From an optimization exercise on the open Yosys and OpenROAD flow, aimed at small area, a short achievable clock period and few clock cycles; shortcuts taken in it are not production practice.
In this exercise RTL edits were held to simulation tests only and were not proved equivalent to the original.
Power and IR drop assume default switching activity.

## flow/design.v

```verilog
`timescale 1ns/10ps
module pjv_madd (
    input  wire [15:0] a,
    input  wire [15:0] b,
    input  wire        cin,
    input  wire [15:0] m,
    output wire [15:0] y,
    output wire        w
);
    wire [16:0] s = {1'b0, a} + {1'b0, b} + {16'd0, cin};
    wire [15:0] nm = ~m;
    wire [15:0] cs_x = a ^ b ^ nm;
    wire [15:0] cs_c = (a & b) | (a & nm) | (b & nm);
    wire [17:0] t = {2'b11, cs_x} + {1'b0, cs_c, 1'b1} + {17'd0, cin};
    assign w = ~t[17];
    assign y = w ? t[15:0] : s[15:0];
endmodule
`timescale 1ns/10ps
module pjv_engine (
    input  wire        clk,
    input  wire        rst,
    input  wire        reg_we,
    input  wire [3:0]  reg_addr,
    input  wire [31:0] reg_wdata,
    output reg  [31:0] reg_rdata,
    input  wire        kbuf_wr,       
    output wire        busy,
    output wire        kmem_re,
    output wire [16:0] kmem_addr,
    input  wire [7:0]  kmem_rdata,
    output wire        dmem_re,
    output wire [11:0] dmem_raddr,
    input  wire [7:0]  dmem_rdata,
    output wire        dmem_we,
    output wire [11:0] dmem_waddr,
    output wire [7:0]  dmem_wdata
);
    localparam [3:0] R_CMD = 4'd0, R_STATUS = 4'd1, R_ERRCODE = 4'd2,
                     R_ERRSUB = 4'd3, R_ERREXP = 4'd4, R_ERRACT = 4'd5,
                     R_KBUF_LEN = 4'd6, R_DLEN = 4'd7, R_KLEN = 4'd8,
                     R_JFREQ = 4'd9, R_JLEN = 4'd10;
    localparam [3:0] SUB_HEADER = 4'd1, SUB_FINALIZER = 4'd2, SUB_LENGTH = 4'd3,
                     SUB_TRUNCATED = 4'd4, SUB_KEYLEN = 4'd5, SUB_NOKEY = 4'd6,
                     SUB_BADCMD = 4'd7, SUB_DLEN = 4'd8;
    reg st_idle;    
    reg st_kd;      
    reg st_jd;      
    reg st_ji;      
    reg st_js;      
    reg st_run;     
    reg        kvalid, ok;
    reg [3:0]  errsub;
    reg [31:0] erract, kbuf_len, dlen;
    reg [15:0] klen;
    reg [7:0]  jfreq;
    reg [23:0] jlen;
    reg [15:0] jdm;
    reg [3:0]  kc;          
    reg [5:0]  bc;          
    reg        cb;          
    reg        jb;          
    reg        dir;         
    reg [8:0]  jint;        
    reg [15:0] pos;         
    reg [8:0]  cnt;         
    reg        jmp;         
    reg        pol;         
    reg [11:0] wi;          
    reg        wl;          
    reg [3:0]  pass;        
    reg        v1;          
    reg        sub1;        
    assign busy = ~st_idle;
    wire       err     = (errsub != 4'd0);
    wire [1:0] errcode = (errsub == SUB_BADCMD || errsub == SUB_DLEN) ? 2'd1 :
                         err ? 2'd2 : 2'd0;
    wire [16:0] klen8  = {1'b0, klen} + 17'd8;
    reg  [16:0] errexp;
    always @(*) begin
        case (errsub)
            SUB_TRUNCATED: errexp = 17'd8;
            SUB_HEADER:    errexp = 17'hFF;
            SUB_LENGTH:    errexp = klen8;
            SUB_KEYLEN:    errexp = 17'd4;
            SUB_DLEN:      errexp = 17'd4096;
            default:       errexp = 17'd0;
        endcase
    end
    always @(*) begin
        case (reg_addr)
            R_STATUS:   reg_rdata = {29'd0, err, ok, kvalid};
            R_ERRCODE:  reg_rdata = {30'd0, errcode};
            R_ERRSUB:   reg_rdata = {28'd0, errsub};
            R_ERREXP:   reg_rdata = {15'd0, errexp};
            R_ERRACT:   reg_rdata = erract;
            R_KBUF_LEN: reg_rdata = kbuf_len;
            R_DLEN:     reg_rdata = dlen;
            R_KLEN:     reg_rdata = kvalid ? {16'd0, klen} : 32'd0;
            R_JFREQ:    reg_rdata = kvalid ? {24'd0, jfreq} : 32'd0;
            R_JLEN:     reg_rdata = kvalid ? {8'd0, jlen} : 32'd0;
            default:    reg_rdata = 32'd0;
        endcase
    end
    wire        ph     = ~bc[0];
    wire        jd_odd = st_jd & ph;
    wire        jd_evn = st_jd & ~ph;
    wire        ji_evn = st_ji & ~ph;
    wire        ji_odd = st_ji & ph;
    wire [15:0] ma_a   = jd_odd ? jdm : pos;
    wire [15:0] ma_b   = ((jd_odd | (st_run & jmp)) ? jdm : 16'd0) |
                         ((jd_evn | ji_evn) ? pos : 16'd0) |
                         ((ji_odd & jb) ? {8'd0, jfreq} : 16'd0);
    wire        ma_cin = st_run | (st_jd & cb);
    wire [15:0] ma_m   = st_ji ? 16'd255 : klen;
    wire [15:0] ma_y;
    wire        ma_w;
    pjv_madd u_madd (
        .a   (ma_a),
        .b   (ma_b),
        .cin (ma_cin),
        .m   (ma_m),
        .y   (ma_y),
        .w   (ma_w)
    );
    wire [11:0] nm1    = dlen[11:0] - 12'd1;         
    wire [11:0] ri     = wl ? 12'd0 : wi + 12'd1;    
    reg         n1;                                  
    wire        done   = wl && (pass == 4'd10);
    wire        issue  = st_run && !done && !(n1 && v1);
    wire [7:0]  kx = sub1 ? ~kmem_rdata : kmem_rdata;
    assign dmem_wdata = dmem_rdata + kx + {7'd0, sub1};
    assign dmem_we    = v1;
    assign dmem_waddr = wi;
    assign dmem_raddr = ri;
    assign dmem_re    = issue;
    wire        kd_lo   = st_kd && !kc[3] && (kc[2:0] != 3'd7);
    assign kmem_addr = kd_lo ? {14'd0, kc[2:0]} : ({1'b0, pos} + 17'd7);
    assign kmem_re   = issue | (st_kd && !kc[3]);
    wire [7:0]  kb = kmem_rdata;      
    task automatic finish(input [3:0] sub, input [31:0] act_v);
        begin
            ok      <= (sub == 4'd0);
            errsub  <= sub;
            erract  <= act_v;
            st_idle <= 1'b1;
            st_kd   <= 1'b0;
            st_jd   <= 1'b0;
            st_ji   <= 1'b0;
            st_js   <= 1'b0;
            st_run  <= 1'b0;
        end
    endtask
    always @(posedge clk) begin
        if (rst) begin
            st_idle  <= 1'b1;
            st_kd    <= 1'b0;
            st_jd    <= 1'b0;
            st_ji    <= 1'b0;
            st_js    <= 1'b0;
            st_run   <= 1'b0;
            kvalid   <= 1'b0;
            ok       <= 1'b0;
            errsub   <= 4'd0;
            erract   <= 32'd0;
            kbuf_len <= 32'd0;
            dlen     <= 32'd0;
            v1       <= 1'b0;
        end else begin
            v1 <= issue;
            if (st_idle) begin
                if (kbuf_wr)
                    kvalid <= 1'b0;
                if (reg_we) begin
                    case (reg_addr)
                        R_KBUF_LEN: begin
                            kbuf_len <= reg_wdata;
                            kvalid   <= 1'b0;
                        end
                        R_DLEN: dlen <= reg_wdata;
                        R_CMD: begin
                            if (reg_wdata == 32'd1) begin
                                kvalid <= 1'b0;
                                if (kbuf_len < 32'd8)
                                    finish(SUB_TRUNCATED, kbuf_len);
                                else begin
                                    kc      <= 4'd0;
                                    st_idle <= 1'b0;
                                    st_kd   <= 1'b1;
                                end
                            end else if (reg_wdata == 32'd2 || reg_wdata == 32'd3) begin
                                dir <= reg_wdata[0];
                                if (!kvalid)
                                    finish(SUB_NOKEY, 32'd0);
                                else if (dlen > 32'd4096)
                                    finish(SUB_DLEN, dlen);
                                else begin
                                    jint    <= 9'd0;
                                    pos     <= 16'd0;
                                    bc      <= 6'd17;
                                    st_idle <= 1'b0;
                                    st_ji   <= 1'b1;
                                end
                            end else begin
                                finish(SUB_BADCMD, reg_wdata);
                            end
                        end
                        default: ;
                    endcase
                end
            end
            if (st_kd) begin
                kc <= kc + 4'd1;
                case (kc)
                    4'd1: if (kb != 8'hFF) finish(SUB_HEADER, {24'd0, kb});
                    4'd2: klen[15:8] <= kb;
                    4'd3: klen[7:0]  <= kb;
                    4'd4: begin
                        jfreq <= kb;
                        pos   <= klen;
                        if (kbuf_len != {15'd0, klen8})
                            finish(SUB_LENGTH, kbuf_len);
                        else if (klen < 16'd4)
                            finish(SUB_KEYLEN, {30'd0, kbuf_len[1:0]});   
                    end
                    4'd5: jlen[23:16] <= kb;
                    4'd6: jlen[15:8]  <= kb;
                    4'd7: jlen[7:0]   <= kb;
                    4'd8: begin
                        if (kb != 8'h00)
                            finish(SUB_FINALIZER, {24'd0, kb});
                        else begin
                            pos   <= 16'd0;
                            jdm   <= 16'd0;
                            cb    <= jlen[23];
                            bc    <= 6'd47;
                            st_kd <= 1'b0;
                            st_jd <= 1'b1;
                        end
                    end
                    default: ;
                endcase
            end
            if (st_jd) begin
                bc <= bc - 6'd1;
                if (!ph) begin
                    pos <= ma_y;
                    cb  <= ma_w;
                end else begin
                    jdm <= ma_y;
                    cb  <= (bc[5:1] == 5'd0) ? 1'b0 : jlen[bc[5:1] - 5'd1];
                    if (bc == 6'd0) begin
                        kvalid <= 1'b1;
                        finish(4'd0, 32'd0);
                    end
                end
            end
            if (st_ji) begin
                pos <= ma_y;
                if (!ph)
                    cb <= ma_w;
                else
                    jint <= {jint[7:0], cb ^ ma_w} + {7'd0, cb & ma_w, 1'b0};
                jb <= dlen[4 + bc[4:1]];
                bc <= bc - 6'd1;
                if (bc[4:0] == 5'd0) begin
                    st_ji <= 1'b0;
                    st_js <= 1'b1;
                end
            end
            if (st_js) begin
                if (jint < 9'd2) begin
                    jint <= 9'd2;
                    cnt  <= 9'd2;
                end else begin
                    cnt  <= jint;
                end
                jmp  <= 1'b0;
                pos  <= 16'd0;
                pol  <= 1'b0;
                wi   <= nm1;
                n1   <= (nm1 == 12'd0);
                wl   <= 1'b1;
                pass <= 4'd0;
                st_js <= 1'b0;
                if (dlen[12:0] == 13'd0)
                    finish(4'd0, 32'd0);
                else
                    st_run <= 1'b1;
            end
            if (issue) begin
                sub1 <= (dir != pol);
                wi   <= ri;
                wl   <= (ri == nm1);
                if (wl)
                    pass <= pass + 4'd1;
                pos  <= ma_y;
                if (jmp) begin
                    cnt <= jint;
                    pol <= ~pol;
                end else begin
                    cnt <= cnt - 9'd1;
                end
                jmp <= !jmp && (cnt == 9'd2);
            end
            if (st_run && done)
                finish(4'd0, 32'd0);
        end
    end
endmodule
```

## flow/flow/run.sh

```bash
#!/bin/bash
# Standard ORFS layout, with plain buffers (not delay cells) on the ports.
set -euo pipefail
export BUFFER_PORTS_ARGS="-buffer_cell sky130_fd_sc_hd__buf_2"
bash standard.sh > standard.log 2>&1
```

## flow/standard.sh

```bash
#!/bin/bash
# synth_recipe.tcl (not shown) runs the flow's synth.tcl, then flattens the netlist and writes it again
# the make line also repeats each setting of config.mk as NAME=value (left out here)
make -C /OpenROAD-flow-scripts/flow DESIGN_CONFIG=/design/flow/config.mk WORK_HOME=/design/flow/orfs CLKGATE_MAP_FILE= SYNTH_SCRIPT=/design/flow/synth_recipe.tcl "${@:-finish}"
```

## flow/config.mk

```make
export PLATFORM = sky130hd
export DESIGN_NAME = pjv_engine
export DESIGN_NICKNAME = pjv_engine
export VERILOG_FILES = /design/flow/design.v
export SDC_FILE = /design/flow/constraint.sdc
export NUM_CORES = 4
export LEC_CHECK = 0
export CAP_MARGIN = 20
export CORE_MARGIN = 2
export CORE_UTILIZATION = 40
export SETUP_SLACK_MARGIN = 4.0
export SLEW_MARGIN = 20
export TNS_END_PERCENT = 0
```

## flow/constraint.sdc

```tcl
create_clock -name core_clock -period 8.0 [get_ports {clk}]
set_input_delay 1.6000 -clock core_clock [delete_from_list [all_inputs] [get_ports {clk}]]
set_output_delay 1.6000 -clock core_clock [all_outputs]
set_load 0.01 [all_outputs]
```

==> out/metrics.yaml <==
max_freq_mhz: 206
dp_cells: 2695
clkTransAtPathRegs_ns: 0.06
h-tree-depth: 1
start_util: 0.403
combPwrFrac: 0.153
p_int_mw: 2.25
slowest_delay_ns: 0.32
antenna_left: 0
path_buf_inv: 5
grt_overflow_total: 0
finalNonFillerCells: 2787
die_area_um2: 44900
grt_max_degree: 76
grt_pass1_vias: 15800
wl_per_cell_um: 22.8
hpwl_mm: 44.9
p_switching_mw: 0.887
post-route-min-period_ns: 4.86
io_pins: 141
nets: 2315
p_leak_nw: 7.69
power.share.clock: 0.410
die_h_um: 212
globalplace.congestion: 0.954
setup_ws_ns: 3.14
clock-sinks: 241
layout-drive-gt1-share: 0.181
remaining_drc_errors: 0
synth-seq-area-share: 0.356
hold_violations: 0
worstPathMaxFanout: 33
netlist_area_um2: 17300
layout_commonest_cell: "nand2_1"
fin_skew_ns: 0.0240
cp-end-kind: "output port"
grtUsageTotal: 0.275
wl_mm: 63.7
ir_worst_vdd_mv: 0.171
via_count: 16900
io_buffers: 140
worst_pin_slew_ns: 1.07
critPathKind: "in -> out"
outcome: "complete, no violations"
synthCells: 2063
clock_path_buffers: 3
root_buffer: "clkbuf_16"
dr.first_iter.drc_count: 1491
maxCapViolations: 0
place_area_um2: 18500
yosysWarnings: 1
drt_pass1_iterations: 7
coreArea_um2: 42900
tritoncts: "done"
seqPwrFrac: 0.437
syn_avg_cell_area_um2: 8.37
clock_latency_ns: 0.60
synthesis.nets: 2197
synthDistinctLibCells: 86
cp.required_ns: 6.40
worstSetupStartpointType: "primary input"
setup_viol: 0
routed_via_density: 6.07
slew_headroom: 0.277
mostFrequentLayoutCells: "nand2_1 (329), a21oi_1 (209), nor2_1 (167), buf_2 (133), edfxtp_1 (132)"
swShare: 0.283
grt_antenna_before_repair: 0
synth_edf_count: 132
area_growth_pct: 16.7
finalPower_mw: 3.14
drv_slew: 0
rows: 76
rsz0062_at_grt: "true"
fp.dieW_um: 212
crit_chain: "buf_12 > buf_16 > inv_1 > nor2_2 > buf_6 > a22o_1 > a222oi_1 > o21ai_1 > buf_2"
fin_area_um2: 20200
async_reset_ff_frac: 0
cp.arrival_ns: 3.26
cts_buffers: 28
synth_flop_cell: "edfxtp_1"
grt_pass1_wl_mm: 95.0
post-route-period-util: 0.607
crit_family: "buffers and inverters"
powerDensity_nw_per_um2: 156
dp_slack_ns: 1.95
antennaDiodeCount: 0
hp-class: "reg -> reg"
finalSetupTns_ns: 0
crit_path_top_delay_cell: "a222oi_1"
synth_seq_cells: 241
## synth_stat cells, drive strengths merged (11+ instances only)
library cell	number	area [um^2]
a211oi	17	128
nand2b	20	125
a22oi	66	495
nand4	27	184
nand3	57	298
buf	24	135
inv	67	251
mux2i	20	200
xor2	47	412
o22ai	17	106
fa	20	400
or3	15	93.8
o21a	11	82.6
nor4	39	272
o21ai	124	696
nor3	41	210
clkbuf	103	387
ha	58	726
o32ai	17	149
xnor2	60	526
dfxtp	109	2180
a31oi	13	81.3
and2	13	81.3
mux2	39	439
a21oi	216	1080
and3	18	113
nor2b	27	169
nor2	174	653
nand2	332	1250
mux4	12	270
edfxtp	132	3960
## through the flow
stage | hold WS, ns | utilization
global route | 0.521 | 0.470
CTS | 0.482 | 0.463
finish | 0.485 | 0.470
detailed placement | 0.473 | 0.433
floorplan | 0.453 | -
global placement | 0.470 | 0.433
## power by group through the flow
stage                     registers (mW)  clock network (mW)  logic [mW]
after global routing                1.37                1.35       0.518
after detailed placement            1.40                   0       0.439
final                               1.37                1.29       0.479
after floorplan                     1.38                   0       0.301
after CTS                           1.37                1.30       0.461
after global placement              1.40                   0       0.433
## repair_timing
action                     4_1_cts  5_1_grt
cloned                           2        2
setup endpoints to repair      140      147
pin swaps                       13       23
hold buffers                     0        0
setup buffers                   20       17
hold endpoints to repair         0        0
gates resized for setup         45       37
## flip-flops by register name (all words and copies together) (netlist names), 4 cells and up
register and flops:
cnt 9, errsub 4, klen 16, dlen 32
jdm 16, pass 4, jlen 24, jfreq 8
kc 4, wi 12, kbuf_len 32, erract 32
pos 16, bc 6, jint 9
## routing by layer
layer / GRT usage / share of wire
met1: 0.363 / 0.41
met2: 0.450 / 0.47
met3: 0.0362 / 0.078
met4: 0.122 / 0.045
met5: 0 / 0
## path summary, 6_finish.rpt
kind	from	endpoint	slack, ns	cells past startpoint
max reg2reg	bc[0]	jint[7]	3.34	21
min reg2reg	dlen[29]	dlen[29]	0.49	2
min	dlen[29]	dlen[29]	0.49	2
max	reg_addr[1]	reg_rdata[12]	3.14	9
## area by class of cell
cell class | count | area (um^2)
Inverter | 69 | 262
Clock inverter | 9 | 82.6
Clock buffer | 42 | 837
Sequential cell | 241 | 6150
Tap cell | 585 | 732
Fill cell | 4196 | 22700
Multi-Input combinational cell | 1627 | 10600
Timing Repair Buffer | 214 | 1450
## kinds of logic after synthesis
group                    after synthesis  synth area share
AO/OA/AOI/OAI                        572             0.209
XOR/XNOR                             109            0.0569
adder cells (fa/ha/maj)               78            0.0652
buffers and inverters                196            0.0452
flip-flops                           241             0.356
multiplexers                          71            0.0527
AND/OR/NAND/NOR                      796             0.215
## tightest hold or removal path, delay by kind of cell, from the launching register on
kind | cells | cell delay (ns)
AO/OA/AOI/OAI | 1 | 0.05
AND/OR/NAND/NOR | 1 | 0.06
flip-flops | 1 | 0.33
Testbench counts, summed over its fixed seeds: cycles 301,670.

[what the ideal ports hide]
The flow's constraints put no driver on any port. The routed layout listed below was extracted and timed again, unchanged, in two steps.
Step 1 (the two cells are an assumption about what drives the block):
set clk [get_ports {clk}]
set_driving_cell -lib_cell sky130_fd_sc_hd__clkbuf_16 $clk
set_driving_cell -lib_cell sky130_fd_sc_hd__buf_2 [delete_from_list [all_inputs] $clk]
Step 2 times the ports against the registers' clock, not the clock port: input delays grow and output delays shrink by t, the midpoint of the rising clock arrivals with the driver on.
Slacks: no drivers / after step 1 / after step 2; pairs: no drivers / after step 1.
t, ns: 0.648
slack for setup (ns): 3.141 / 3.092 / 2.734
latest minus earliest clock arrival (ns): 0.024 / 0.024
pins driven straight from the clock port: 1
After both steps this run still meets setup and hold. For this run, drivers alone change the setup slack by -0.049 ns; drivers and shift together by -0.407 ns.
